This is an optimization exercise on Yosys and OpenROAD, whose aim is small area, a short achievable clock period and few clock cycles per item, not a production implementation.
The RTL was checked by simulation tests, not by an equivalence proof against the original design.
No activity file was given, so power comes from the tool's default toggle rates.

## lz_compress
module lz_compress (
    input  wire        clk,
    input  wire        rst,
    input  wire        start,
    input  wire [12:0] src_len,
    input  wire [12:0] dst_cap,
    output wire        busy,
    output reg         done,
    output wire [7:0]  err_code,
    output wire [12:0] result_len,
    output wire [11:0] src_addr,
    input  wire [7:0]  src_rdata,
    output reg         dst_we,
    output reg  [12:0] dst_addr,
    output reg  [7:0]  dst_wdata,
    output reg  [11:0] head_addr,
    output reg         head_we,
    output reg  [12:0] head_wdata,
    input  wire [12:0] head_rdata,
    output reg  [10:0] chain_addr,
    output reg         chain_we,
    output wire [10:0] chain_wdata,
    input  wire [10:0] chain_rdata
);
For scale: ~19,000 um^2 of cells after synthesis.
==> flow/config.mk <==
export PLATFORM = sky130hd
export DESIGN_NAME = lz_compress
export DESIGN_NICKNAME = lz_compress
export VERILOG_FILES = /design/flow/design.v
export SDC_FILE = /design/flow/constraint.sdc
export NUM_CORES = 4
export LEC_CHECK = 0
export CAP_MARGIN = 20
export CORE_MARGIN = 2
export CORE_UTILIZATION = 50
export CTS_BUF_LIST = sky130_fd_sc_hd__clkbuf_4 sky130_fd_sc_hd__clkbuf_8
export SLEW_MARGIN = 20
==> flow/constraint.sdc <==
create_clock -name core_clock -period 10.0 [get_ports {clk}]
set_input_delay 2.0000 -clock core_clock [delete_from_list [all_inputs] [get_ports {clk}]]
set_output_delay 2.0000 -clock core_clock [all_outputs]
set_load 0.01 [all_outputs]
standard.sh (not shown) runs the stock make flow with config.mk's settings and CLKGATE_MAP_FILE= SYNTH_SCRIPT=/design/flow/synth_recipe.tcl, a recipe that flattens the netlist after the stock synthesis.
==> flow/flow/run.sh <==
#!/bin/bash
# Standard layout (the standard.sh, standard synthesis), with plain
# buffers (buf_1) on the ports instead of the delay buffers buffer_ports picks
# by default, and timing repair aiming 5.5 ns below the 10 ns clock.
set -euo pipefail
export BUFFER_PORTS_ARGS="-buffer_cell sky130_fd_sc_hd__buf_1"
export SETUP_SLACK_MARGIN=5.5
bash standard.sh > standard.log 2>&1
The baseline ran to the end with no violations.
Testbench counts at the start, summed over its fixed seeds: cycles 333,986, bytes 47,585.
==> next run, changes <==
CTS_BUF_LIST = sky130_fd_sc_hd__clkbuf_8   (was sky130_fd_sc_hd__clkbuf_4 sky130_fd_sc_hd__clkbuf_8)
CTS_CLUSTER_DIAMETER = 40   (was default)
CTS_CLUSTER_SIZE = 12   (was default)
After rerunning: The changed run went through all stages and came out clean; clock power increases by about 10%; non-clock buffer count falls by 8; maximum frequency is about the same.

lz_compress again, from the RTL that the note above started with.
==> flow/config.mk <==
export PLATFORM = sky130hd
export DESIGN_NAME = lz_compress
export DESIGN_NICKNAME = lz_compress
export VERILOG_FILES = /design/flow/design.v
export SDC_FILE = /design/flow/constraint.sdc
export NUM_CORES = 4
export LEC_CHECK = 0
export CAP_MARGIN = 20
export CORE_MARGIN = 2
export CORE_UTILIZATION = 55
export CTS_BUF_LIST = sky130_fd_sc_hd__clkbuf_8
export CTS_CLUSTER_DIAMETER = 60
export CTS_CLUSTER_SIZE = 20
export SLEW_MARGIN = 20
==> flow/constraint.sdc <==
create_clock -name core_clock -period 10.0 [get_ports {clk}]
set_input_delay 2.0000 -clock core_clock [delete_from_list [all_inputs] [get_ports {clk}]]
set_output_delay 2.0000 -clock core_clock [all_outputs]
set_load 0.01 [all_outputs]
==> flow/flow/run.sh <==
#!/bin/bash
# Standard layout (the standard.sh, standard synthesis), with plain
# buffers (buf_1) on the ports instead of the delay buffers buffer_ports picks
# by default, and timing repair aiming 5.75 ns below the 10 ns clock.
set -euo pipefail
export BUFFER_PORTS_ARGS="-buffer_cell sky130_fd_sc_hd__buf_1"
export SETUP_SLACK_MARGIN=5.75
bash standard.sh > standard.log 2>&1
The baseline finished with timing, DRC and antenna clean.
Testbench counts at the start, summed over its fixed seeds: cycles 333,986, bytes 47,585.
Then changed:
--- a/flow/flow/run.sh
+++ b/flow/flow/run.sh
@@ -4 +4 @@
-# by default, and timing repair aiming 5.75 ns below the 10 ns clock.
+# by default, and timing repair aiming 5 ns below the 10 ns clock.
@@ -7 +7 @@
-export SETUP_SLACK_MARGIN=5.75
+export SETUP_SLACK_MARGIN=5.0
CORE_UTILIZATION = 50   (was 55)
CTS_BUF_LIST = sky130_fd_sc_hd__clkbuf_4 sky130_fd_sc_hd__clkbuf_8   (was sky130_fd_sc_hd__clkbuf_8)
CTS_CLUSTER_DIAMETER = default   (was 60)
CTS_CLUSTER_SIZE = default   (was 20)
The new run finished clean. Die area increases by 9.8%. Routed wire length is lower by 3.6%. Utilization falls by 10 points. Critical path depth drops by 9. Worst setup slack gets worse by 0.37 ns. Sequential cell count stays the same. Synthesized cell count is unchanged. Area after synthesis does not change. Via count is lower by 3.9%. Design area drops by 6.2%. Clock skew decreases by 0.017 ns.

-- what the ideal ports hide --
No port has a modelled driver above. Below, the same layouts with a new extraction and two added sets of constraints. Step 1: set_driving_cell puts a clkbuf_16 on clk and a buf_2 on each other input, an assumption about the parent block. Step 2 also shifts input and output timing later by t, the mid clock arrival at the registers, as if the neighbouring blocks saw the same clock. Three values: ideal, step 1, step 2; two values: the first two.
run	t (ns)	slack for setup (ns)	clock arrival spread, ns	worst register clock-pin slew, ns	cell pins on the clock port's net
the first run of note 1	0.681	5.503 / 5.515 / 4.834	0.062 / 0.061	0.07 / 0.07	1
the second run of note 1	0.673	5.499 / 5.507 / 4.833	0.023 / 0.023	0.07 / 0.07	1
the first run of note 2	0.706	5.552 / 5.552 / 4.922	0.062 / 0.062	0.12 / 0.12	1
the second run of note 2	0.678	5.179 / 5.147 / 4.533	0.044 / 0.044	0.07 / 0.07	1
After both steps every run listed still meets setup and hold. For the first run of note 1, which loses most, drivers alone change the setup slack by +0.012 ns; drivers and shift together by -0.669 ns.
